Source: an optimization exercise on an open RTL-to-GDS flow (aim: a short achievable clock period and few clock cycles). Production flows keep margins and buffers that such runs may drop.

## pepper
## crc32_engine
module crc32_engine (
    input  wire        clk,
    input  wire        rst,
    input  wire        cmd_valid,
    output wire        cmd_ready,
    input  wire [7:0]  cmd,
    input  wire [31:0] din,
    output wire [31:0] dout,
    output wire        err
);
For scale: ~77 I/O pins, ~13,000 sq um of cells after synthesis.
clock: 6.0 ns
lec_check: 0
abc_clock_period_in_ps: 1000
cap_margin: 20
core_margin: 2
core_utilization: 40
setup_slack_margin: 4.6
slew_margin: 20
tns_end_percent: 100
standard.sh (not shown) runs the stock make flow with config.mk's settings and CLKGATE_MAP_FILE= SYNTH_SCRIPT=/design/flow/synth_recipe.tcl, a recipe that flattens the netlist after the stock synthesis.
==> flow/flow/run.sh <==
#!/bin/bash
# Standard layout (the standard.sh, which runs the standard synthesis
# script), with more slow cells kept out of synthesis and repair: three-input
# XORs, high-stack OR/NOR/AND-OR cells and the like. Registers are untouched
# (flip-flops are mapped before ABC and none of them is in the list).
set -euo pipefail
PL=$(cat flow/platform_dont_use.txt)
EXTRA=$(cat flow/extra_dont_use.txt)
bash standard.sh "DONT_USE_CELLS=$PL $EXTRA" finish > standard.log 2>&1
Other scripts of this flow, unchanged in this note and not shown: flow/flow/extra_dont_use.txt, flow/flow/platform_dont_use.txt
The final layout from pepper, which completed every stage, passed the timing, design-rule and antenna checks at the end of the flow.
Setup changes, pepper to zinc
Settings: SETUP_SLACK_MARGIN changed from 4.6 to 5.0.
## What came out
Every stage of the flow completed for zinc, and the final layout passed the timing, design-rule and antenna checks.
zinc and pepper ended up with roughly the same clock latency reported for the late side of the worst-skew pair.
Delta (zinc minus pepper): data-path buffer share of cell area in the final layout increased by 1.1 points relative to the old numbers; depth of the worst hold-timing path closely matched the old numbers.
Against pepper, zinc comes in 0.22 points higher on met3 track demand over resource in global routing.
Input changes introduced in onyx (baseline for comparison: zinc):
Settings: changing CORE_UTILIZATION from 40 to 35.
For zinc, the slowest cell on the critical path was xnor2_2, unlike onyx, where it was dfxtp_4.
STATUS remaining max-slew budget at the tightest pin: onyx wins against zinc
Comparing zinc and onyx, the higher starting density of the core was measured on zinc.
No functional check of the RTL was part of any run of this note.

---

crc32_engine, a different RTL version from the one above (not shown whole).
Size: ~1,500 cells after synthesis, ~210 flip-flops, roughly 14,000 um^2 of cells after synthesis.
clock: 6.0 ns
lec_check: 0
abc_clock_period_in_ps: 1000
cap_margin: 20
core_margin: 2
core_utilization: 40
setup_slack_margin: 4.6
slew_margin: 20
synth_hierarchical: 1
tns_end_percent: 100
Scripts as last shown in full above: flow/flow/run.sh
Other scripts of this flow, unchanged in this note and not shown: flow/flow/extra_dont_use.txt, flow/flow/platform_dont_use.txt
The first run completed without violations.
==> next run, changes <==
--- a/flow/config.mk
+++ b/flow/config.mk
@@ -12 +12 @@
-export SETUP_SLACK_MARGIN = 4.6
+export SETUP_SLACK_MARGIN = 5.0
=>
- The changed run went through all stages and came out clean
- design area went down by 3.6%
- routed wire length came out lower by 3.6%
- setup slack is worse by 77 ps
- cell count shrinks by 1.2%
- hold slack degrades by 6.7 ps
- global-route usage went up by 0.26 points
- fmax went down by 3.1%
- sequential cell count is unchanged
No functional check of the RTL was part of any run of this note.

---

rev 12:
crc32_engine, a different RTL version from the one above (not shown whole).
For scale: about 1500 cells after synthesis, ~210 flip-flops, about 77 I/O pins, roughly 0.014 sq mm of cells after synthesis.
export LEC_CHECK = 0
export ABC_CLOCK_PERIOD_IN_PS = 1000
export CAP_MARGIN = 20
export CORE_MARGIN = 2
export CORE_UTILIZATION = 40
export SETUP_SLACK_MARGIN = 5.0
export SLEW_MARGIN = 20
export SYNTH_HIERARCHICAL = 1
export TNS_END_PERCENT = 100
create_clock -name core_clock -period 6.0 [get_ports {clk}]
Scripts as last shown in full above: flow/flow/run.sh
Other scripts of this flow, unchanged in this note and not shown: flow/flow/extra_dont_use.txt, flow/flow/platform_dont_use.txt
[inputs] rev 13 vs rev 12
Settings: SETUP_SLACK_MARGIN: 5.0 -> 4.6.
==> notes.md <==
Looking at total wirelength of the detailed-routed design across both flows, rev 13 is the stronger of the two, with rev 12 trailing.
Post-route worst setup slack, rev 13 and rev 12: lower on rev 13
Taking rev 12 as the reference, in rev 13 critical path's largest stage delay rose by 0.23 ns; diode insertion count for antenna repair went up 1.
x_q[16]$_DFF_P_ as the capturing element of the worst setup path was reported by rev 12, and y_q[20]$_DFF_P_ by rev 13.
Going from rev 12 to rev 13, final cell count level, wire length of the first global-routing pass held steady.
No functional check of the RTL was part of any run of this note.

---

Setup of v6:
Another version of the RTL of crc32_engine (not shown whole).
Size: roughly 140 flip-flops, about 77 I/O pins, about 13000 sq um of cells after synthesis.
make LEC_CHECK=0 ABC_CLOCK_PERIOD_IN_PS=500 CAP_MARGIN=20 CORE_MARGIN=2 CORE_UTILIZATION=40 SETUP_SLACK_MARGIN=4.5 SLEW_MARGIN=20 TNS_END_PERCENT=100 finish   # period 6.0 ns
run.sh (not shown) runs the stock make flow with config.mk's settings and CLKGATE_MAP_FILE= SYNTH_SCRIPT=/design/flow/synth_recipe.tcl, a recipe that flattens the netlist after the stock synthesis.
Stock flow here: none of the scripts above is used.
Per the final summary, v6 finished and its layout is clean on timing, DRC and antenna.
Input changes introduced in v7 (baseline for comparison: v6):
diff --git a/flow/config.mk b/flow/config.mk
--- a/flow/config.mk
+++ b/flow/config.mk
@@ -8 +8 @@
-export ABC_CLOCK_PERIOD_IN_PS = 500
+export ABC_CLOCK_PERIOD_IN_PS = 1000
@@ -12 +12 @@
-export SETUP_SLACK_MARGIN = 4.5
+export SETUP_SLACK_MARGIN = 4.3
## What came out
Comparing v6 and v7, the lower share of cells above drive strength 1 was measured on v7.
Taking v6 as the reference, in v7 total non-filler cell area in the finished layout fell by 300 sq um, final critical-path required period decreased by 0.063 ns relative to the old numbers, combined buffer and inverter count along the critical path went down.
v7 against v6: post-route fraction of the period consumed by the critical path fell by 1.0 points; relative area change from synthesis to final layout saw a decrease; multi-input gate share of total cell area up 0.69 points.
No functional check of the RTL was part of any run of this note.

afterwards: timing with drivers on the ports:
The flow's constraints put no driver on any port. The routed layouts listed below were extracted and timed again, unchanged, in two steps. Step 1: set_driving_cell puts a clkbuf_16 on clk and a buf_2 on each other input, an assumption about the parent block. Step 2 adds t to the input delays and takes it off the output delays; t is the mean of the earliest and latest rising clock arrival at the registers after step 1. Input paths then give back, and output paths get back, about the clock's delay inside the block. a / b / c = ideal / step 1 / step 2; a / b = the first two.
| run | t (ns) | setup WS [ns] | worst slew at a driven data input, ns |
|---|---|---|---|
| pepper | 0.494 | 3.703 / 3.703 / 3.389 | 0.14 |
| zinc | 0.502 | 3.530 / 3.530 / 3.353 | 0.18 |
| onyx | 0.504 | 3.756 / 3.756 / 3.308 | 0.17 |
| the first run of note 2 | 0.592 | 3.612 / 3.612 / 3.257 | 0.08 |
| the second run of note 2 | 0.587 | 3.535 / 3.535 / 3.386 | 0.07 |
| rev 12 | 0.595 | 3.423 / 3.423 / 3.180 | 0.06 |
| rev 13 | 0.594 | 3.332 / 3.332 / 3.244 | 0.06 |
| v6 | 0.493 | 3.096 / 3.096 / 2.735 | 0.07 |
| v7 | 0.484 | 3.158 / 3.158 / 2.708 | 0.07 |
After both steps setup and hold are still met in every run listed. The setup slack of v7, which loses most, moves by 0.000 ns with the drivers and by -0.450 ns with both steps.
